What follows belongs to an exercise in optimizing a design on an open flow for small area, a short achievable clock period and few clock cycles per item; a production flow would make more cautious choices. Power is estimated from default activity; no workload was simulated.

== trial 71 ==
==> flow/design.v <==
module tsq_decoder (
    input  wire        clk,
    input  wire        rst,           
    input  wire        start,         
    input  wire        ext,           
    input  wire [22:0] in_size,       
    output wire        idle,
    input  wire        in_valid,
    input  wire [7:0]  in_data,
    output wire        in_ready,
    output wire        mem_re,
    output wire [17:0] mem_raddr,
    input  wire [7:0]  mem_rdata,     
    output wire        mem_we,
    output wire [17:0] mem_waddr,
    output wire [7:0]  mem_wdata,
    output wire        done,          
    output wire [3:0]  status,
    output wire [18:0] out_size
);
    localparam [22:0] OUTPUT_SIZE = 23'd327680;
    localparam [2:0] ST_OK       = 3'd0;
    localparam [2:0] ERR_SIZE    = 3'd2;
    localparam [2:0] ERR_INSIZE  = 3'd3;
    localparam [2:0] ERR_UNDERRUN= 3'd4;
    localparam [2:0] ERR_OFFSET  = 3'd5;
    localparam [2:0] ERR_OVERLAP = 3'd6;
    localparam [2:0] ERR_OVERRUN = 3'd7;
    localparam B_IDLE = 0,
               B_HDR  = 1,    
               B_WAIT = 2,    
               B_GHDR = 3,    
               B_LIT  = 4,    
               B_OFF0 = 5,
               B_OFF1 = 6,
               B_VAL  = 7,    
               B_FIN  = 8,    
               B_DONE = 9;
    localparam [9:0] P_IDLE = 10'd1 << B_IDLE,
                     P_HDR  = 10'd1 << B_HDR,
                     P_WAIT = 10'd1 << B_WAIT,
                     P_GHDR = 10'd1 << B_GHDR,
                     P_LIT  = 10'd1 << B_LIT,
                     P_OFF0 = 10'd1 << B_OFF0,
                     P_OFF1 = 10'd1 << B_OFF1,
                     P_VAL  = 10'd1 << B_VAL,
                     P_FIN  = 10'd1 << B_FIN,
                     P_DONE = 10'd1 << B_DONE;
    localparam [2:0] I_GHDR = 3'd0,
                     I_LIT  = 3'd1,
                     I_REF  = 3'd2,
                     I_FIN  = 3'd3,
                     I_ERR  = 3'd4;
    reg [9:0]  ps;
    reg        okf;            
    reg [4:0]  cnt;            
    reg [2:0]  st;
    reg        r_ext;
    reg        d_en;           
    reg        h_pend;         
    reg [18:0] irem;           
    reg [18:0] orem;           
    reg        orem_z;         
    reg [18:0] pj;             
    reg [17:0] anchor;
    reg [7:0]  ctrl;
    reg [7:0]  sz0, sz1, sz2, sz3;
    reg        ex;             
    reg        par;            
    reg [2:0]  kn;             
    reg        s_c;            
    reg [6:0]  s_len;          
    reg        n_v;
    reg [2:0]  n_kind;
    reg [6:0]  n_len;          
    reg        n_ovr;
    reg [6:0]  r_len;
    reg        r_ovr;
    reg [7:0]  off_lo, off_hi;
    reg        lo_gt, lo_z, lo_lt;
    reg        v_eoff, v_eovl, v_small;
    reg        e_act;
    reg        e_last;
    reg [17:0] e_src;
    reg [6:0]  e_len;          
    reg        rd_pend;        
    reg        we_r;
    reg [7:0]  wdata;
    reg [17:0] wj;
    function [6:0] dec_len(input c, input [3:0] nib, input e);
        dec_len = (!c && e && nib <= 4'd2) ? (7'd32 + {1'b0, nib[1:0], 4'd0})
                                           : ({3'd0, nib} + 7'd1);
    endfunction
    wire       kn_c = ctrl[3'd7 - kn];
    reg  [7:0] kn_szb;
    always @(*) begin
        case (kn[2:1])
        2'd0: kn_szb = sz0;
        2'd1: kn_szb = sz1;
        2'd2: kn_szb = sz2;
        default: kn_szb = sz3;
        endcase
    end
    wire [3:0] kn_nib = kn[0] ? kn_szb[3:0] : kn_szb[7:4];
    reg  lit_rdy;              
    wire rdy      = ps[B_HDR] || ps[B_GHDR] || ps[B_OFF0] ||
                    ps[B_OFF1] || (ps[B_LIT] && lit_rdy);
    wire take     = rdy && in_valid;
    wire lit_take = ps[B_LIT] && lit_rdy && in_valid;
    wire last     = (cnt == 5'd0);
    assign idle      = ps[B_IDLE];
    assign in_ready  = rdy;
    assign mem_re    = e_act;
    assign mem_raddr = e_src;
    assign mem_we    = we_r;
    assign mem_waddr = wj;
    assign mem_wdata = wdata;
    assign done      = ps[B_DONE];
    assign status    = {1'b0, st};
    assign out_size  = okf ? pj : 19'd0;
    wire [15:0] off   = {off_hi, off_lo};
    wire [18:0] diff  = {1'b0, anchor} - {3'd0, off};
    wire v_err   = v_eoff || v_eovl || r_ovr;
    wire v_acc   = v_small ? (!e_act && !rd_pend) : (!e_act || e_last);
    wire v_go    = ps[B_VAL] && !v_err && v_acc;
    wire irem_small = (irem[18:5] == 14'd0);
    wire grp_uf     = irem_small && (irem[4:0] < 5'd5);
    wire lit_uf     = irem_small && (irem[4:0] < s_len[4:0]);
    wire ref_uf     = irem_small && (irem[4:0] < 5'd2);
    wire sym_ovr    = (orem[18:7] == 12'd0) && (orem[6:0] < s_len);
    wire [18:0] idec = ex ? 19'd5 : (s_c ? {12'd0, s_len} : 19'd2);
    wire a_busy  = ps[B_OFF0] || ps[B_OFF1] || (ps[B_VAL] && !v_go);
    wire d_go    = d_en && !n_v && !h_pend && !(!ex && !par && a_busy);
    wire d_sym   = d_go && !ex && !orem_z;
    wire c_end = ps[B_WAIT] || v_go ||
                 ((ps[B_GHDR] || ps[B_LIT] || ps[B_HDR]) && take && last);
    wire kill = ps[B_DONE];
    wire [18:0] orem_nx = orem - {12'd0, s_len};
    always @(posedge clk) begin
        begin
            we_r    <= !kill && (rd_pend || lit_take);
            rd_pend <= !kill && e_act;
            lit_rdy <= !e_act && !v_go;
            wdata   <= rd_pend ? mem_rdata : in_data;
            if (we_r) wj <= wj + 18'd1;
            if (v_go) begin
                e_act  <= 1'b1;
                e_src  <= diff[17:0];
                e_len  <= r_len;
                e_last <= (r_len == 7'd1);
            end else if (e_act) begin
                e_src  <= e_src + 18'd1;
                e_len  <= e_len - 7'd1;
                e_last <= (e_len == 7'd2);
                if (e_last) e_act <= 1'b0;
            end
            if (kill) e_act <= 1'b0;
            if (d_go) begin
                n_v <= 1'b1;
                if (orem_z) begin
                    n_kind <= I_FIN;
                    d_en   <= 1'b0;
                end else if (ex) begin
                    h_pend <= 1'b1;
                    if (grp_uf) begin
                        n_kind <= I_ERR;
                        n_len  <= {4'd0, ERR_UNDERRUN};
                        d_en   <= 1'b0;
                    end else begin
                        n_kind <= I_GHDR;
                    end
                end else if (s_c) begin
                    if (lit_uf || sym_ovr) begin
                        n_kind <= I_ERR;
                        n_len  <= {4'd0, lit_uf ? ERR_UNDERRUN : ERR_OVERRUN};
                        d_en   <= 1'b0;
                    end else begin
                        n_kind <= I_LIT;
                        n_len  <= s_len;
                    end
                end else begin
                    if (ref_uf) begin
                        n_kind <= I_ERR;
                        n_len  <= {4'd0, ERR_UNDERRUN};
                        d_en   <= 1'b0;
                    end else begin
                        n_kind <= I_REF;
                        n_len  <= s_len;
                        n_ovr  <= sym_ovr;
                    end
                end
                irem <= irem - idec;
            end
            if (d_sym) begin
                orem   <= orem_nx;
                orem_z <= (orem_nx == 19'd0);
                pj     <= pj + {12'd0, s_len};
                if (!par) anchor <= pj[17:0];
                par    <= !par;
                kn     <= kn + 3'd1;
                ex     <= (kn == 3'd0);
                s_c    <= kn_c;
                s_len  <= dec_len(kn_c, kn_nib, r_ext);
            end
            if (take) cnt <= cnt - 5'd1;
            case (1'b1)
            ps[B_IDLE]: if (start) begin
                r_ext  <= ext;
                irem   <= in_size[18:0];
                pj     <= 19'd0;
                wj     <= 18'd0;
                ex     <= 1'b1;
                cnt    <= 5'd2;
                d_en   <= 1'b0;
                h_pend <= 1'b0;
                n_v    <= 1'b0;
                if (in_size > OUTPUT_SIZE || in_size < 23'd3) begin
                    st <= ERR_INSIZE; okf <= 1'b0;
                    ps <= P_DONE;
                end else begin
                    ps <= P_HDR;
                end
            end
            ps[B_HDR]: if (take) begin
                case (cnt[1:0])
                2'd2: orem[7:0]  <= in_data;
                2'd1: orem[15:8] <= in_data;
                default: begin
                    orem[18:16] <= in_data[2:0];
                    orem_z <= (in_data[2:0] == 3'd0) && (orem[15:0] == 16'd0);
                    irem   <= irem - 19'd3;
                    d_en   <= 1'b1;
                end
                endcase
            end
            ps[B_GHDR]: if (take) begin
                case (cnt[2:0])
                3'd4: ctrl <= in_data;
                3'd3: begin
                    sz0    <= in_data;
                    ex     <= 1'b0;
                    par    <= 1'b0;
                    kn     <= 3'd1;
                    h_pend <= 1'b0;
                    s_c    <= ctrl[7];
                    s_len  <= dec_len(ctrl[7], in_data[7:4], r_ext);
                end
                3'd2: sz1 <= in_data;
                3'd1: sz2 <= in_data;
                default: sz3 <= in_data;
                endcase
            end
            ps[B_OFF0]: if (take) begin
                off_lo <= in_data;
                lo_gt  <= (in_data > anchor[7:0]);
                lo_z   <= (in_data == 8'd0);
                lo_lt  <= !in_data[7] && (in_data[6:0] < r_len);
                ps     <= P_OFF1;
            end
            ps[B_OFF1]: if (take) begin
                off_hi  <= in_data;
                v_eoff  <= (lo_z && in_data == 8'd0) ||
                           (anchor[17:16] == 2'd0 &&
                            (in_data > anchor[15:8] || (in_data == anchor[15:8] && lo_gt)));
                v_eovl  <= (in_data == 8'd0) && lo_lt;
                v_small <= (in_data == 8'd0) && (off_lo[7:2] == 6'd0);
                ps      <= P_VAL;
            end
            ps[B_VAL]: if (v_err) begin
                st <= v_eoff ? ERR_OFFSET : (v_eovl ? ERR_OVERLAP : ERR_OVERRUN); okf <= 1'b0;
                ps <= P_DONE;
            end
            ps[B_FIN]: if (!e_act) begin
                st <= ST_OK; okf <= 1'b1;
                ps <= P_DONE;
            end
            ps[B_DONE]: ps <= P_IDLE;
            default: ;
            endcase
            if (c_end) begin
                if (!n_v) begin
                    ps <= P_WAIT;
                end else begin
                    n_v <= 1'b0;
                    case (n_kind)
                    I_GHDR: begin ps <= P_GHDR; cnt <= 5'd4; end
                    I_LIT:  begin ps <= P_LIT;  cnt <= n_len[4:0] - 5'd1; end
                    I_REF:  begin ps <= P_OFF0; r_len <= n_len; r_ovr <= n_ovr; end
                    I_FIN:  ps <= P_FIN;
                    default: begin ps <= P_DONE; st <= n_len[2:0]; okf <= 1'b0; end
                    endcase
                end
            end
            if (ps[B_HDR] && take && last &&
                (in_data[7:3] != 5'd0 ||
                 (in_data[2] && (in_data[1:0] != 2'd0 || orem[15:0] != 16'd0)))) begin
                st   <= ERR_SIZE; okf <= 1'b0;
                ps   <= P_DONE;
                d_en <= 1'b0;
            end
        end
        if (rst) begin
            ps      <= P_IDLE;
            e_act   <= 1'b0;
            rd_pend <= 1'b0;
            we_r    <= 1'b0;
        end
    end
endmodule
export LEC_CHECK = 0
export CAP_MARGIN = 20
export CORE_MARGIN = 2
export CORE_UTILIZATION = 40
export SETUP_SLACK_MARGIN = 4.5
export SLEW_MARGIN = 20
create_clock -name core_clock -period 7.5 [get_ports {clk}]
run.sh (not shown) runs the stock make flow with config.mk's settings and CLKGATE_MAP_FILE= SYNTH_SCRIPT=/design/flow/synth_recipe.tcl, a recipe that flattens the netlist after the stock synthesis.
Trial 71 finished every step from synthesis to the final layout, and the layout passed the timing, DRC and antenna checks.
Relative to trial 71, the following input files were edited for build 4:
-- flow/design.v --
<<< trial 71, line 36
               B_VAL  = 7,    
               B_FIN  = 8,    
               B_DONE = 9;
    localparam [9:0] P_IDLE = 10'd1 << B_IDLE,
                     P_HDR  = 10'd1 << B_HDR,
                     P_WAIT = 10'd1 << B_WAIT,
                     P_GHDR = 10'd1 << B_GHDR,
                     P_LIT  = 10'd1 << B_LIT,
                     P_OFF0 = 10'd1 << B_OFF0,
                     P_OFF1 = 10'd1 << B_OFF1,
                     P_VAL  = 10'd1 << B_VAL,
                     P_FIN  = 10'd1 << B_FIN,
                     P_DONE = 10'd1 << B_DONE;
    localparam [2:0] I_GHDR = 3'd0,
                     I_LIT  = 3'd1,
>>> build 4, line 36
               B_VAL  = 7,    
               B_FIN  = 8,    
               B_DONE = 9,
               B_CHK  = 10;   
    localparam [10:0] P_IDLE = 11'd1 << B_IDLE,
                      P_CHK  = 11'd1 << B_CHK,
                      P_HDR  = 11'd1 << B_HDR,
                      P_WAIT = 11'd1 << B_WAIT,
                      P_GHDR = 11'd1 << B_GHDR,
                      P_LIT  = 11'd1 << B_LIT,
                      P_OFF0 = 11'd1 << B_OFF0,
                      P_OFF1 = 11'd1 << B_OFF1,
                      P_VAL  = 11'd1 << B_VAL,
                      P_FIN  = 11'd1 << B_FIN,
                      P_DONE = 11'd1 << B_DONE;
    localparam [2:0] I_GHDR = 3'd0,
                     I_LIT  = 3'd1,
<<< trial 71, line 52
                     I_FIN  = 3'd3,
                     I_ERR  = 3'd4;
    reg [9:0]  ps;
    reg        okf;            
    reg [4:0]  cnt;            
>>> build 4, line 54
                     I_FIN  = 3'd3,
                     I_ERR  = 3'd4;
    reg [10:0] ps;
    reg        r_bad;          
    reg        okf;            
    reg [4:0]  cnt;            
<<< trial 71, line 130
    wire sym_ovr    = (orem[18:7] == 12'd0) && (orem[6:0] < s_len);
    wire [18:0] idec = ex ? 19'd5 : (s_c ? {12'd0, s_len} : 19'd2);
    wire a_busy  = ps[B_OFF0] || ps[B_OFF1] || (ps[B_VAL] && !v_go);
    wire d_go    = d_en && !n_v && !h_pend && !(!ex && !par && a_busy);
    wire d_sym   = d_go && !ex && !orem_z;
>>> build 4, line 133
    wire sym_ovr    = (orem[18:7] == 12'd0) && (orem[6:0] < s_len);
    wire [18:0] idec = ex ? 19'd5 : (s_c ? {12'd0, s_len} : 19'd2);
    wire a_busy  = ps[B_OFF0] || ps[B_OFF1] || ps[B_VAL];
    wire d_go    = d_en && !n_v && !h_pend && !(!ex && !par && a_busy);
    wire d_sym   = d_go && !ex && !orem_z;
<<< trial 71, line 205
            if (take) cnt <= cnt - 5'd1;
            case (1'b1)
            ps[B_IDLE]: if (start) begin
                r_ext  <= ext;
                irem   <= in_size[18:0];
                pj     <= 19'd0;
                wj     <= 18'd0;
>>> build 4, line 208
            if (take) cnt <= cnt - 5'd1;
            case (1'b1)
            ps[B_IDLE]: begin
                r_ext  <= ext;
                irem   <= in_size[18:0];
                r_bad  <= (in_size > OUTPUT_SIZE || in_size < 23'd3);
                pj     <= 19'd0;
                wj     <= 18'd0;
<<< trial 71, line 215
                h_pend <= 1'b0;
                n_v    <= 1'b0;
                if (in_size > OUTPUT_SIZE || in_size < 23'd3) begin
                    st <= ERR_INSIZE; okf <= 1'b0;
                    ps <= P_DONE;
>>> build 4, line 219
                h_pend <= 1'b0;
                n_v    <= 1'b0;
                if (start) ps <= P_CHK;
            end
            ps[B_CHK]: begin
                if (r_bad) begin
                    st <= ERR_INSIZE; okf <= 1'b0;
                    ps <= P_DONE;
Findings:
Looking at the reports, build 4 completed the entire flow and the layout it produced met the timing, DRC and antenna checks. The clock power in build 4 is 1.11 times that in trial 71. Re core utilization: build 4 is 0.99 points down on trial 71. For total power draw, dividing the value from trial 71 by the value from build 4 gives 1.06. Trial 71 and build 4 ended up with nearly the same global-route usage. Between trial 71 and build 4, area of combinational cells with multiple inputs is higher for trial 71, build 4 comes in under that. Summary of build 4 over trial 71: worst setup slack went down; final area did not really move; final wirelength went up; first-pass GRT wire length went up. Cmp build 4 vs trial 71: maximum number of pins on one net before global-route repair higher in build 4.
Function was not checked in any run of this note: the RTL went through the layout flow alone.

## re-timing with driven ports
Ports are ideal in the flow. The routed layouts listed here were re-timed in OpenROAD.
Step 1: set_driving_cell puts a clkbuf_16 on clk and a buf_2 on each other input, an assumption about the parent block.
Step 2 adds t to the input delays and takes it off the output delays; t is the mean of the earliest and latest rising clock arrival at the registers after step 1. Input paths then give back, and output paths get back, about the clock's delay inside the block.
a / b / c = ideal / step 1 / step 2; a / b = the first two.
run	t, ns	setup WS [ns]	hold slack, ns	worst setup path at the end	slew at the worst register clock pin (ns)
trial 71	0.591	4.523 / 4.489 / 3.947	0.418 / 0.418 / 0.418	input to register	0.06 / 0.06
build 4	0.595	4.440 / 4.389 / 3.980	0.465 / 0.465 / 0.465	input to register	0.06 / 0.06
After both steps every run listed still meets setup and hold. The setup slack of trial 71, which loses most, moves by -0.034 ns with the drivers and by -0.576 ns with both steps.
